From an optimization exercise on the open Yosys and OpenROAD flow, aimed at small area, a short achievable clock period and few clock cycles per item; shortcuts taken in it are not production practice. The RTL was checked by simulation tests, not by an equivalence proof against the original design. Power is estimated from default activity; no workload was simulated.

==> trial 65: inputs <==
==> flow/design.v <==
module prio_derive (
    input  wire        clk,
    input  wire        rst,
    input  wire        in_valid,
    output wire        in_ready,
    input  wire [63:0] in_table,
    output reg         out_valid,
    input  wire        out_ready,
    output reg  [19:0] out_order,
    output reg  [2:0]  out_diag
);
    localparam [2:0] D_NONE   = 3'd0,
                     D_OPAQUE = 3'd1,
                     D_AMBIG  = 3'd2,
                     D_MERGE  = 3'd3,
                     D_VERIFY = 3'd4;
    function req;                    
        input [1:0] v;
        input [1:0] t;
        input [3:0] A;
        integer u;
        reg d0, d1;
        begin
            d0 = 1'b1; d1 = 1'b1;    
            for (u = 0; u < 4; u = u + 1)
                if (A[u] && u != t) begin
                    if (u[0] == t[0]) d0 = 1'b0;
                    if (u[1] == t[1]) d1 = 1'b0;
                end
            if (d0)      req = (v[0] == t[0]);
            else if (d1) req = (v[1] == t[1]);
            else         req = (v == t);
        end
    endfunction
    function [1:0] level;
        input [31:0] q;
        input [3:0]  A;
        input [1:0]  t;
        integer s;
        reg o, at, af, e;
        begin
            o = 1'b1; at = 1'b0; af = 1'b0;
            for (s = 0; s < 16; s = s + 1)
                if ((s & ~A) == 0 && s != A) begin
                    e = req(q[2*s +: 2], t, A);
                    if (s[t]) o = o & e;
                    else begin
                        at = at | e;
                        af = af | !e;
                    end
                end
            if (!o)            level = 2'd1;
            else if (at && af) level = 2'd2;
            else if (at)       level = 2'd0;
            else               level = 2'd3;
        end
    endfunction
    function [1:0] sub2;
        input [31:0] q;
        input [3:0]  A;
        reg [1:0] p, r, res;
        integer c;
        begin
            p = q[2*A +: 2];
            res = 2'd0;
            for (c = 0; c < 4; c = c + 1)
                if (A[c] && req(p, c, A)) begin
                    r = level(q, A, c);
                    res = (r == 2'd3) ? 2'd0 : r;
                end
            sub2 = res;
        end
    endfunction
    function [1:0] sub3;
        input [31:0] q;
        input [3:0]  A;
        reg [1:0] p, r, res;
        integer c;
        begin
            p = q[2*A +: 2];
            res = 2'd0;
            for (c = 0; c < 4; c = c + 1)
                if (A[c] && req(p, c, A)) begin
                    r = level(q, A, c);
                    res = (r == 2'd3) ? sub2(q, A & ~(4'd1 << c)) : r;
                end
            sub3 = res;
        end
    endfunction
    function [1:0] suborder;
        input [31:0] q;
        reg [1:0] p, r, res;
        integer c;
        begin
            p = q[31:30];
            res = 2'd0;
            for (c = 0; c < 4; c = c + 1)
                if (p == c) begin
                    r = level(q, 4'hf, c);
                    res = (r == 2'd3) ? sub3(q, 4'hf & ~(4'd1 << c)) : r;
                end
            suborder = res;
        end
    endfunction
    wire [31:0] q0, q1;              
    genvar g;
    generate
        for (g = 0; g < 16; g = g + 1) begin : g_split
            assign q0[2*g +: 2] = in_table[4*g     +: 2];
            assign q1[2*g +: 2] = in_table[4*g + 2 +: 2];
        end
    endgenerate
    wire [1:0] f0 = suborder(q0);
    wire [1:0] f1 = suborder(q1);
    reg  [3:0] pr0, pr1;
    reg  [3:0] ab0 [0:3];
    reg  [3:0] ab1 [0:3];
    reg        mok, vfail, same;
    integer x, y;
    always @* begin
        for (x = 0; x < 4; x = x + 1) begin
            pr0[x] = (q0[2*(1 << x) +: 2] == x);
            pr1[x] = (q1[2*(1 << x) +: 2] == x);
            for (y = 0; y < 4; y = y + 1) begin
                ab0[x][y] = (q0[2*((1 << x) | (1 << y)) +: 2] == x);
                ab1[x][y] = (q1[2*((1 << x) | (1 << y)) +: 2] == x);
            end
        end
        mok = 1'b1;
        for (x = 0; x < 3; x = x + 1) begin
            if (pr0[x] != pr1[x]) mok = 1'b0;
            for (y = x + 1; y < 3; y = y + 1)
                if (ab0[x][y] != ab1[x][y]) mok = 1'b0;
            if (pr0[3] && pr1[3] && pr0[x] && ab0[3][x] && !ab1[3][x]) mok = 1'b0;
        end
        vfail = (q0[1:0] == 2'd3) != (q1[1:0] == 2'd3);
        same = pr0[3] & pr1[3];
        for (x = 0; x < 3; x = x + 1)
            if (pr0[x] && ab0[3][x] != ab1[3][x]) same = 1'b0;
    end
    assign in_ready = !out_valid || out_ready;
    reg  [1:0] r_f0, r_f1;
    reg        r_mok, r_vf;
    reg  [2:0] r_pr;                 
    reg        r_s0, r_s1;           
    reg  [2:0] r_tt;                 
    reg  [2:0] r_a0, r_a1;           
    reg        r_same;               
    always @(posedge clk) begin
        if (rst)
            out_valid <= 1'b0;
        else if (in_ready)
            out_valid <= in_valid;
    end
    always @(posedge clk) begin
        if (in_ready) begin
            r_f0  <= f0;
            r_f1  <= f1;
            r_mok <= mok;
            r_vf  <= vfail;
            r_pr  <= pr0[2:0];
            r_s0  <= pr0[3];
            r_s1  <= pr1[3];
            r_tt  <= {ab0[1][2], ab0[0][2], ab0[0][1]};
            r_a0  <= {ab0[3][2], ab0[3][1], ab0[3][0]};
            r_a1  <= {ab1[3][2], ab1[3][1], ab1[3][0]};
            r_same <= same;
        end
    end
    reg        fail;
    reg  [3:0] bel [0:4];            
    reg  [4:0] here;
    reg  [4:0] at [0:4];             
    reg  [3:0] nib [0:4];
    reg        emp;
    reg        ov [0:2][0:2];        
    integer e, k;
    function [4:0] onehot_cnt;       
        input [3:0] b;
        begin
            case (b)
                4'b0000:                                     onehot_cnt = 5'b00001;
                4'b0001, 4'b0010, 4'b0100, 4'b1000:          onehot_cnt = 5'b00010;
                4'b0011, 4'b0101, 4'b0110, 4'b1001,
                4'b1010, 4'b1100:                            onehot_cnt = 5'b00100;
                4'b0111, 4'b1011, 4'b1101, 4'b1110:          onehot_cnt = 5'b01000;
                default:                                     onehot_cnt = 5'b10000;
            endcase
        end
    endfunction
    always @* begin
        if (r_f0 != 2'd0)      out_diag = {1'b0, r_f0};
        else if (r_f1 != 2'd0) out_diag = {1'b0, r_f1};
        else if (!r_mok)       out_diag = D_MERGE;
        else if (r_vf)         out_diag = D_VERIFY;
        else                   out_diag = D_NONE;
        fail = (r_f0 != 2'd0) | (r_f1 != 2'd0) | !r_mok | r_vf;
        ov[0][1] = r_tt[0]; ov[1][0] = !r_tt[0];
        ov[0][2] = r_tt[1]; ov[2][0] = !r_tt[1];
        ov[1][2] = r_tt[2]; ov[2][1] = !r_tt[2];
        ov[0][0] = 1'b0; ov[1][1] = 1'b0; ov[2][2] = 1'b0;
        for (x = 0; x < 3; x = x + 1) begin
            bel[x] = 4'd0;
            for (y = 0; y < 3; y = y + 1)
                if (y != x) bel[x][y < x ? y : y - 1] = r_pr[y] & ov[x][y];
            bel[x][2] = r_s0 & !r_a0[x];
            bel[x][3] = r_s1 & !r_same & !r_a1[x];
            here[x] = r_pr[x];
        end
        bel[3] = {1'b0, r_pr & r_a0};
        bel[4] = {r_s0, r_pr & r_a1};
        here[3] = r_s0;
        here[4] = r_s1 & !r_same;
        for (e = 0; e < 5; e = e + 1)
            at[e] = here[e] ? onehot_cnt(bel[e]) : 5'd0;
        for (k = 0; k < 5; k = k + 1) begin
            emp = fail | !(at[0][k] | at[1][k] | at[2][k] | at[3][k] | at[4][k]);
            nib[k][3] = emp;
            nib[k][2] = emp | (at[3][k] & !r_same) | at[4][k];
            nib[k][1] = emp | at[2][k] | (at[3][k] & r_same);
            nib[k][0] = emp | at[1][k] | (at[3][k] & r_same) | at[4][k];
        end
        out_order = {nib[0], nib[1], nib[2], nib[3], nib[4]};
    end
endmodule
==> flow/flow/run.sh <==
#!/bin/bash
# Layout flow: the standard layout, with the ports buffered by small
# plain buffers (sky130_fd_sc_hd__buf_1) instead of the delay-cell buffers
# buffer_ports picks on its own; repair_design and repair_timing size them
# from there. Every port still gets its own buffer.
set -euo pipefail
export BUFFER_PORTS_ARGS="-buffer_cell sky130_fd_sc_hd__buf_1"
bash standard.sh finish > standard_flow.log 2>&1
==> flow/standard.sh <==
#!/bin/bash
# synth_recipe.tcl (not shown) runs the flow's synth.tcl, then flattens the netlist and writes it again
# the make line also repeats each setting of config.mk as NAME=value (left out here)
make -C /OpenROAD-flow-scripts/flow DESIGN_CONFIG=/design/flow/config.mk WORK_HOME=/design/flow/orfs CLKGATE_MAP_FILE= SYNTH_SCRIPT=/design/flow/synth_recipe.tcl "${@:-finish}"
==> flow/config.mk <==
export PLATFORM = sky130hd
export DESIGN_NAME = prio_derive
export DESIGN_NICKNAME = prio_derive
export VERILOG_FILES = /design/flow/design.v
export SDC_FILE = /design/flow/constraint.sdc
export NUM_CORES = 4
export LEC_CHECK = 0
export CAP_MARGIN = 20
export CORE_MARGIN = 2
export CORE_UTILIZATION = 40
export PLACE_DENSITY = 0.6
export SETUP_SLACK_MARGIN = 4
export SLEW_MARGIN = 20
==> flow/constraint.sdc <==
create_clock -name core_clock -period 8.0 [get_ports {clk}]
set_input_delay 1.6000 -clock core_clock [delete_from_list [all_inputs] [get_ports {clk}]]
set_output_delay 1.6000 -clock core_clock [all_outputs]
set_load 0.01 [all_outputs]
==> build 63 (differences from trial 65) <==
==> flow/design.v, changed modules only <==
module prio_derive (
    input  wire        clk,
    input  wire        rst,
    input  wire        in_valid,
    output wire        in_ready,
    input  wire [63:0] in_table,
    output reg         out_valid,
    input  wire        out_ready,
    output reg  [19:0] out_order,
    output reg  [2:0]  out_diag
);
    localparam [2:0] D_NONE   = 3'd0,
                     D_OPAQUE = 3'd1,
                     D_AMBIG  = 3'd2,
                     D_MERGE  = 3'd3,
                     D_VERIFY = 3'd4;
    function req;                    
        input [1:0] v;
        input [1:0] t;
        input [3:0] A;
        integer u;
        reg d0, d1;
        begin
            d0 = 1'b1; d1 = 1'b1;    
            for (u = 0; u < 4; u = u + 1)
                if (A[u] && u != t) begin
                    if (u[0] == t[0]) d0 = 1'b0;
                    if (u[1] == t[1]) d1 = 1'b0;
                end
            if (d0)      req = (v[0] == t[0]);
            else if (d1) req = (v[1] == t[1]);
            else         req = (v == t);
        end
    endfunction
    function [1:0] level;
        input [31:0] q;
        input [3:0]  A;
        input [1:0]  t;
        integer s;
        reg o, at, af, e;
        begin
            o = 1'b1; at = 1'b0; af = 1'b0;
            for (s = 0; s < 16; s = s + 1)
                if ((s & ~A) == 0 && s != A) begin
                    e = req(q[2*s +: 2], t, A);
                    if (s[t]) o = o & e;
                    else begin
                        at = at | e;
                        af = af | !e;
                    end
                end
            if (!o)            level = 2'd1;
            else if (at && af) level = 2'd2;
            else if (at)       level = 2'd0;
            else               level = 2'd3;
        end
    endfunction
    function [1:0] sub2;
        input [31:0] q;
        input [3:0]  A;
        reg [1:0] p, r, res;
        integer c;
        begin
            p = q[2*A +: 2];
            res = 2'd0;
            for (c = 0; c < 4; c = c + 1)
                if (A[c] && req(p, c, A)) begin
                    r = level(q, A, c);
                    res = (r == 2'd3) ? 2'd0 : r;
                end
            sub2 = res;
        end
    endfunction
    function [1:0] sub3;
        input [31:0] q;
        input [3:0]  A;
        reg [1:0] p, r, res;
        integer c;
        begin
            p = q[2*A +: 2];
            res = 2'd0;
            for (c = 0; c < 4; c = c + 1)
                if (A[c] && req(p, c, A)) begin
                    r = level(q, A, c);
                    res = (r == 2'd3) ? sub2(q, A & ~(4'd1 << c)) : r;
                end
            sub3 = res;
        end
    endfunction
    function [1:0] suborder;
        input [31:0] q;
        reg [1:0] p, r, res;
        integer c;
        begin
            p = q[31:30];
            res = 2'd0;
            for (c = 0; c < 4; c = c + 1)
                if (p == c) begin
                    r = level(q, 4'hf, c);
                    res = (r == 2'd3) ? sub3(q, 4'hf & ~(4'd1 << c)) : r;
                end
            suborder = res;
        end
    endfunction
    wire [31:0] q0, q1;              
    genvar g;
    generate
        for (g = 0; g < 16; g = g + 1) begin : g_split
            assign q0[2*g +: 2] = in_table[4*g     +: 2];
            assign q1[2*g +: 2] = in_table[4*g + 2 +: 2];
        end
    endgenerate
    reg [19:0] order;
    wire [1:0] f0 = suborder(q0);
    wire [1:0] f1 = suborder(q1);
    reg  [3:0] pr0, pr1;
    reg  [3:0] ab0 [0:3];
    reg  [3:0] ab1 [0:3];
    reg        mok, same, vfail, s0, s1;
    reg  [3:0] bel [0:4];            
    reg  [4:0] here;
    reg  [4:0] at [0:4];             
    reg  [3:0] nib [0:4];
    reg        emp, fail;
    reg  [2:0] diag;
    integer x, y, k, e;
    function [4:0] onehot_cnt;       
        input [3:0] b;
        integer i;
        reg [2:0] c;
        begin
            c = 3'd0;
            for (i = 0; i < 4; i = i + 1) c = c + b[i];
            onehot_cnt = 5'd1 << c;
        end
    endfunction
    always @* begin
        for (x = 0; x < 4; x = x + 1) begin
            pr0[x] = (q0[2*(1 << x) +: 2] == x);
            pr1[x] = (q1[2*(1 << x) +: 2] == x);
            for (y = 0; y < 4; y = y + 1) begin
                ab0[x][y] = (q0[2*((1 << x) | (1 << y)) +: 2] == x);
                ab1[x][y] = (q1[2*((1 << x) | (1 << y)) +: 2] == x);
            end
        end
        s0 = pr0[3];
        s1 = pr1[3];
        mok = 1'b1;
        for (x = 0; x < 3; x = x + 1) begin
            if (pr0[x] != pr1[x]) mok = 1'b0;
            for (y = x + 1; y < 3; y = y + 1)
                if (ab0[x][y] != ab1[x][y]) mok = 1'b0;
            if (s0 && s1 && pr0[x] && ab0[3][x] && !ab1[3][x]) mok = 1'b0;
        end
        vfail = (q0[1:0] == 2'd3) != (q1[1:0] == 2'd3);
        same = s0 & s1;
        for (x = 0; x < 3; x = x + 1)
            if (pr0[x] && ab0[3][x] != ab1[3][x]) same = 1'b0;
        for (x = 0; x < 3; x = x + 1) begin
            bel[x] = 4'd0;
            for (y = 0; y < 3; y = y + 1)
                if (y != x) bel[x][y < x ? y : y - 1] = pr0[y] & ab0[x][y];
            bel[x][2] = s0 & ab0[x][3];
            bel[x][3] = s1 & !same & ab1[x][3];
            here[x] = pr0[x];
        end
        bel[3] = {1'b0, pr0[2] & ab0[3][2], pr0[1] & ab0[3][1], pr0[0] & ab0[3][0]};
        bel[4] = {s0,   pr0[2] & ab1[3][2], pr0[1] & ab1[3][1], pr0[0] & ab1[3][0]};
        here[3] = s0;
        here[4] = s1 & !same;
        for (e = 0; e < 5; e = e + 1)
            at[e] = here[e] ? onehot_cnt(bel[e]) : 5'd0;
        if (f0 != 2'd0)      diag = {1'b0, f0};
        else if (f1 != 2'd0) diag = {1'b0, f1};
        else if (!mok)       diag = D_MERGE;
        else if (vfail)      diag = D_VERIFY;
        else                 diag = D_NONE;
        fail = (diag != D_NONE);
        for (k = 0; k < 5; k = k + 1) begin
            emp = fail | !(at[0][k] | at[1][k] | at[2][k] | at[3][k] | at[4][k]);
            nib[k][3] = emp;
            nib[k][2] = emp | (at[3][k] & !same) | at[4][k];
            nib[k][1] = emp | at[2][k] | (at[3][k] & same);
            nib[k][0] = emp | at[1][k] | (at[3][k] & same) | at[4][k];
        end
        order = {nib[0], nib[1], nib[2], nib[3], nib[4]};
    end
    assign in_ready = !out_valid || out_ready;
    always @(posedge clk) begin
        if (rst)
            out_valid <= 1'b0;
        else if (in_ready)
            out_valid <= in_valid;
    end
    always @(posedge clk) begin
        if (in_ready) begin
            out_order <= order;
            out_diag  <= diag;
        end
    end
endmodule
==> flow/run.sh (new file) <==
#!/bin/bash
# synth_recipe.tcl (not shown) runs the flow's synth.tcl, then flattens the netlist and writes it again
# the make line also repeats each setting of config.mk as NAME=value (left out here)
make -C /OpenROAD-flow-scripts/flow DESIGN_CONFIG=/design/flow/config.mk WORK_HOME=/design/flow/orfs CLKGATE_MAP_FILE= SYNTH_SCRIPT=/design/flow/synth_recipe.tcl finish
SETUP_SLACK_MARGIN = default   (was 4)
removed: flow/flow/run.sh
removed: flow/standard.sh
==> trial 28 (differences from trial 65) <==
==> flow/design.v, changed modules only <==
module prio_derive (
    input  wire        clk,
    input  wire        rst,
    input  wire        in_valid,
    output wire        in_ready,
    input  wire [63:0] in_table,
    output reg         out_valid,
    input  wire        out_ready,
    output reg  [19:0] out_order,
    output reg  [2:0]  out_diag
);
    localparam [2:0] D_NONE   = 3'd0,
                     D_OPAQUE = 3'd1,
                     D_AMBIG  = 3'd2,
                     D_MERGE  = 3'd3,
                     D_VERIFY = 3'd4;
    function req;                    
        input [1:0] v;
        input [1:0] t;
        input [3:0] A;
        integer u;
        reg d0, d1;
        begin
            d0 = 1'b1; d1 = 1'b1;    
            for (u = 0; u < 4; u = u + 1)
                if (A[u] && u != t) begin
                    if (u[0] == t[0]) d0 = 1'b0;
                    if (u[1] == t[1]) d1 = 1'b0;
                end
            if (d0)      req = (v[0] == t[0]);
            else if (d1) req = (v[1] == t[1]);
            else         req = (v == t);
        end
    endfunction
    function [1:0] level;
        input [31:0] q;
        input [3:0]  A;
        input [1:0]  t;
        integer s;
        reg o, at, af, e;
        begin
            o = 1'b1; at = 1'b0; af = 1'b0;
            for (s = 0; s < 16; s = s + 1)
                if ((s & ~A) == 0 && s != A) begin
                    e = req(q[2*s +: 2], t, A);
                    if (s[t]) o = o & e;
                    else begin
                        at = at | e;
                        af = af | !e;
                    end
                end
            if (!o)            level = 2'd1;
            else if (at && af) level = 2'd2;
            else if (at)       level = 2'd0;
            else               level = 2'd3;
        end
    endfunction
    function [1:0] sub2;
        input [31:0] q;
        input [3:0]  A;
        reg [1:0] p, r, res;
        integer c;
        begin
            p = q[2*A +: 2];
            res = 2'd0;
            for (c = 0; c < 4; c = c + 1)
                if (A[c] && req(p, c, A)) begin
                    r = level(q, A, c);
                    res = (r == 2'd3) ? 2'd0 : r;
                end
            sub2 = res;
        end
    endfunction
    function [1:0] sub3;
        input [31:0] q;
        input [3:0]  A;
        reg [1:0] p, r, res;
        integer c;
        begin
            p = q[2*A +: 2];
            res = 2'd0;
            for (c = 0; c < 4; c = c + 1)
                if (A[c] && req(p, c, A)) begin
                    r = level(q, A, c);
                    res = (r == 2'd3) ? sub2(q, A & ~(4'd1 << c)) : r;
                end
            sub3 = res;
        end
    endfunction
    function [1:0] suborder;
        input [31:0] q;
        reg [1:0] p, r, res;
        integer c;
        begin
            p = q[31:30];
            res = 2'd0;
            for (c = 0; c < 4; c = c + 1)
                if (p == c) begin
                    r = level(q, 4'hf, c);
                    res = (r == 2'd3) ? sub3(q, 4'hf & ~(4'd1 << c)) : r;
                end
            suborder = res;
        end
    endfunction
    wire [31:0] q0, q1;              
    genvar g;
    generate
        for (g = 0; g < 16; g = g + 1) begin : g_split
            assign q0[2*g +: 2] = in_table[4*g     +: 2];
            assign q1[2*g +: 2] = in_table[4*g + 2 +: 2];
        end
    endgenerate
    wire [1:0] f0 = suborder(q0);
    wire [1:0] f1 = suborder(q1);
    reg  [3:0] pr0, pr1;
    reg  [3:0] ab0 [0:3];
    reg  [3:0] ab1 [0:3];
    reg        mok, vfail, same;
    reg  [1:0] rk [0:2];             
    reg  [5:0] tl;                   
    reg  [1:0] ia, ib;               
    integer x, y;
    function [1:0] cnt3;             
        input [2:0] b;
        begin
            case (b)
                3'b000:                         cnt3 = 2'd0;
                3'b001, 3'b010, 3'b100:         cnt3 = 2'd1;
                3'b011, 3'b101, 3'b110:         cnt3 = 2'd2;
                default:                        cnt3 = 2'd3;
            endcase
        end
    endfunction
    always @* begin
        for (x = 0; x < 4; x = x + 1) begin
            pr0[x] = (q0[2*(1 << x) +: 2] == x);
            pr1[x] = (q1[2*(1 << x) +: 2] == x);
            for (y = 0; y < 4; y = y + 1) begin
                ab0[x][y] = (q0[2*((1 << x) | (1 << y)) +: 2] == x);
                ab1[x][y] = (q1[2*((1 << x) | (1 << y)) +: 2] == x);
            end
        end
        mok = 1'b1;
        for (x = 0; x < 3; x = x + 1) begin
            if (pr0[x] != pr1[x]) mok = 1'b0;
            for (y = x + 1; y < 3; y = y + 1)
                if (ab0[x][y] != ab1[x][y]) mok = 1'b0;
            if (pr0[3] && pr1[3] && pr0[x] && ab0[3][x] && !ab1[3][x]) mok = 1'b0;
        end
        vfail = (q0[1:0] == 2'd3) != (q1[1:0] == 2'd3);
        same = pr0[3] & pr1[3];
        for (x = 0; x < 3; x = x + 1)
            if (pr0[x] && ab0[3][x] != ab1[3][x]) same = 1'b0;
        for (x = 0; x < 3; x = x + 1)
            rk[x] = cnt3({1'b0, pr0[(x + 1) % 3] & ab0[x][(x + 1) % 3],
                                pr0[(x + 2) % 3] & ab0[x][(x + 2) % 3]});
        tl = 6'h3f;
        for (x = 0; x < 3; x = x + 1)
            if (pr0[x]) tl[2*rk[x] +: 2] = x;
        ia = cnt3({pr0[2] & ab0[3][2], pr0[1] & ab0[3][1], pr0[0] & ab0[3][0]});
        ib = cnt3({pr0[2] & ab1[3][2], pr0[1] & ab1[3][1], pr0[0] & ab1[3][0]});
    end
    assign in_ready = !out_valid || out_ready;
    reg  [1:0] r_f0, r_f1;
    reg        r_mok, r_vf;
    reg  [5:0] r_tl;                 
    reg  [1:0] r_ia, r_ib;           
    reg        r_ha, r_hb;           
    reg        r_same;               
    always @(posedge clk) begin
        if (rst)
            out_valid <= 1'b0;
        else if (in_ready)
            out_valid <= in_valid;
    end
    always @(posedge clk) begin
        if (in_ready) begin
            r_f0   <= f0;
            r_f1   <= f1;
            r_mok  <= mok;
            r_vf   <= vfail;
            r_tl   <= tl;
            r_ia   <= ia;
            r_ib   <= ib;
            r_ha   <= pr0[3];
            r_hb   <= pr1[3] & !same;
            r_same <= same;
        end
    end
    reg        fail, sel_a, sel_b, bl_a, bl_b;
    reg  [1:0] tn;
    reg  [3:0] nib [0:4];
    integer k;
    function [1:0] r_at;             
        input [5:0] r;
        input integer j;
        begin
            if (j >= 0 && j <= 2) r_at = r[2*j +: 2];
            else                  r_at = 2'b11;
        end
    endfunction
    always @* begin
        if (r_f0 != 2'd0)      out_diag = {1'b0, r_f0};
        else if (r_f1 != 2'd0) out_diag = {1'b0, r_f1};
        else if (!r_mok)       out_diag = D_MERGE;
        else if (r_vf)         out_diag = D_VERIFY;
        else                   out_diag = D_NONE;
        fail = (r_f0 != 2'd0) | (r_f1 != 2'd0) | !r_mok | r_vf;
        for (k = 0; k < 5; k = k + 1) begin
            sel_a = r_ha && r_ia == k;
            sel_b = r_hb && (r_ha ? (k >= 1 && r_ib == k - 1) : (r_ib == k));
            bl_a  = r_ha && r_ia < k;
            bl_b  = r_hb && (r_ha ? (k >= 1 && r_ib < k - 1) : (r_ib < k));
            if (bl_a && bl_b)      tn = r_at(r_tl, k - 2);
            else if (bl_a || bl_b) tn = r_at(r_tl, k - 1);
            else                   tn = r_at(r_tl, k);
            if (fail)       nib[k] = 4'hf;
            else if (sel_a) nib[k] = r_same ? 4'd3 : 4'd4;
            else if (sel_b) nib[k] = 4'd5;
            else            nib[k] = {tn[1] & tn[0], tn[1] & tn[0], tn};
        end
        out_order = {nib[0], nib[1], nib[2], nib[3], nib[4]};
    end
endmodule
ABC_AREA = 1   (was default)
SETUP_SLACK_MARGIN = 4.6   (was 4)
==> trial 19 (differences from trial 65) <==
SETUP_SLACK_MARGIN = 4.4   (was 4)
==> run notes <==
Against trial 19, the register-to-register slack of trial 28 is lower by 130 ps. Final area: build 63 > trial 28 > trial 19 > trial 65. Sequential power: trial 65 is higher than trial 28 (about 9%). The lowest total power belongs to trial 65, the highest to build 63. The highest global-route usage belongs to trial 19, the lowest to trial 65. Sequential share of layout area, lowest first: trial 28, build 63, trial 19, trial 65. Against build 63, the synthesized cell count of trial 19 is smaller by 0.90%. Clock power: trial 19 < trial 65 < trial 28 < build 63. Of trial 28 and trial 65, trial 28 has the higher maximum frequency (gap about 10%, measured against trial 65). Of trial 28 and trial 19, trial 19 has the higher non-clock buffer count (gap 19). The highest worst setup slack belongs to trial 28, the lowest to build 63.
Testbench counts of trial 65, summed over its fixed seeds: cycles 2,056, items 2,048.
Testbench counts of build 63, summed over its fixed seeds: cycles 2,056, items 2,048.
Testbench counts of trial 28, summed over its fixed seeds: cycles 2,056, items 2,048.
Testbench counts of trial 19, summed over its fixed seeds: cycles 2,056, items 2,048.

[afterwards: timing with drivers on the ports]
How much do the figures lean on ideal ports? The routed layouts below were timed once more, with nothing changed but the port constraints.
Step 1 (the two cells are an assumption about what drives the block):
set clk [get_ports {clk}]
set_driving_cell -lib_cell sky130_fd_sc_hd__clkbuf_16 $clk
set_driving_cell -lib_cell sky130_fd_sc_hd__buf_2 [delete_from_list [all_inputs] $clk]
Step 2 moves the port delays by t, midway between the first and last clock arrival at a register: inputs arrive t later, outputs are due t later. That takes back most of the time a late clock gives input paths.
Slacks: ideal / step 1 / step 2; pairs: ideal / step 1.
run | shift t [ns] | setup WS [ns] | worst hold slack (ns) | slew at the worst register clock pin (ns) | pins driven straight from the clock port
trial 65 | 0.285 | 4.082 / 4.056 / 3.847 | 0.781 / 0.781 / 0.781 | 0.08 / 0.08 | 1
build 63 | 0.286 | 1.929 / 1.931 / 1.645 | 0.923 / 0.923 / 0.923 | 0.06 / 0.06 | 1
trial 28 | 0.282 | 4.444 / 4.421 / 4.421 | 0.695 / 0.695 / 0.695 | 0.05 / 0.05 | 1
trial 19 | 0.289 | 4.045 / 4.018 / 4.240 | 0.798 / 0.798 / 0.798 | 0.09 / 0.09 | 1
After both steps every run listed still meets setup and hold. For build 63, which loses most, drivers alone change the setup slack by +0.002 ns; drivers and shift together by -0.284 ns.
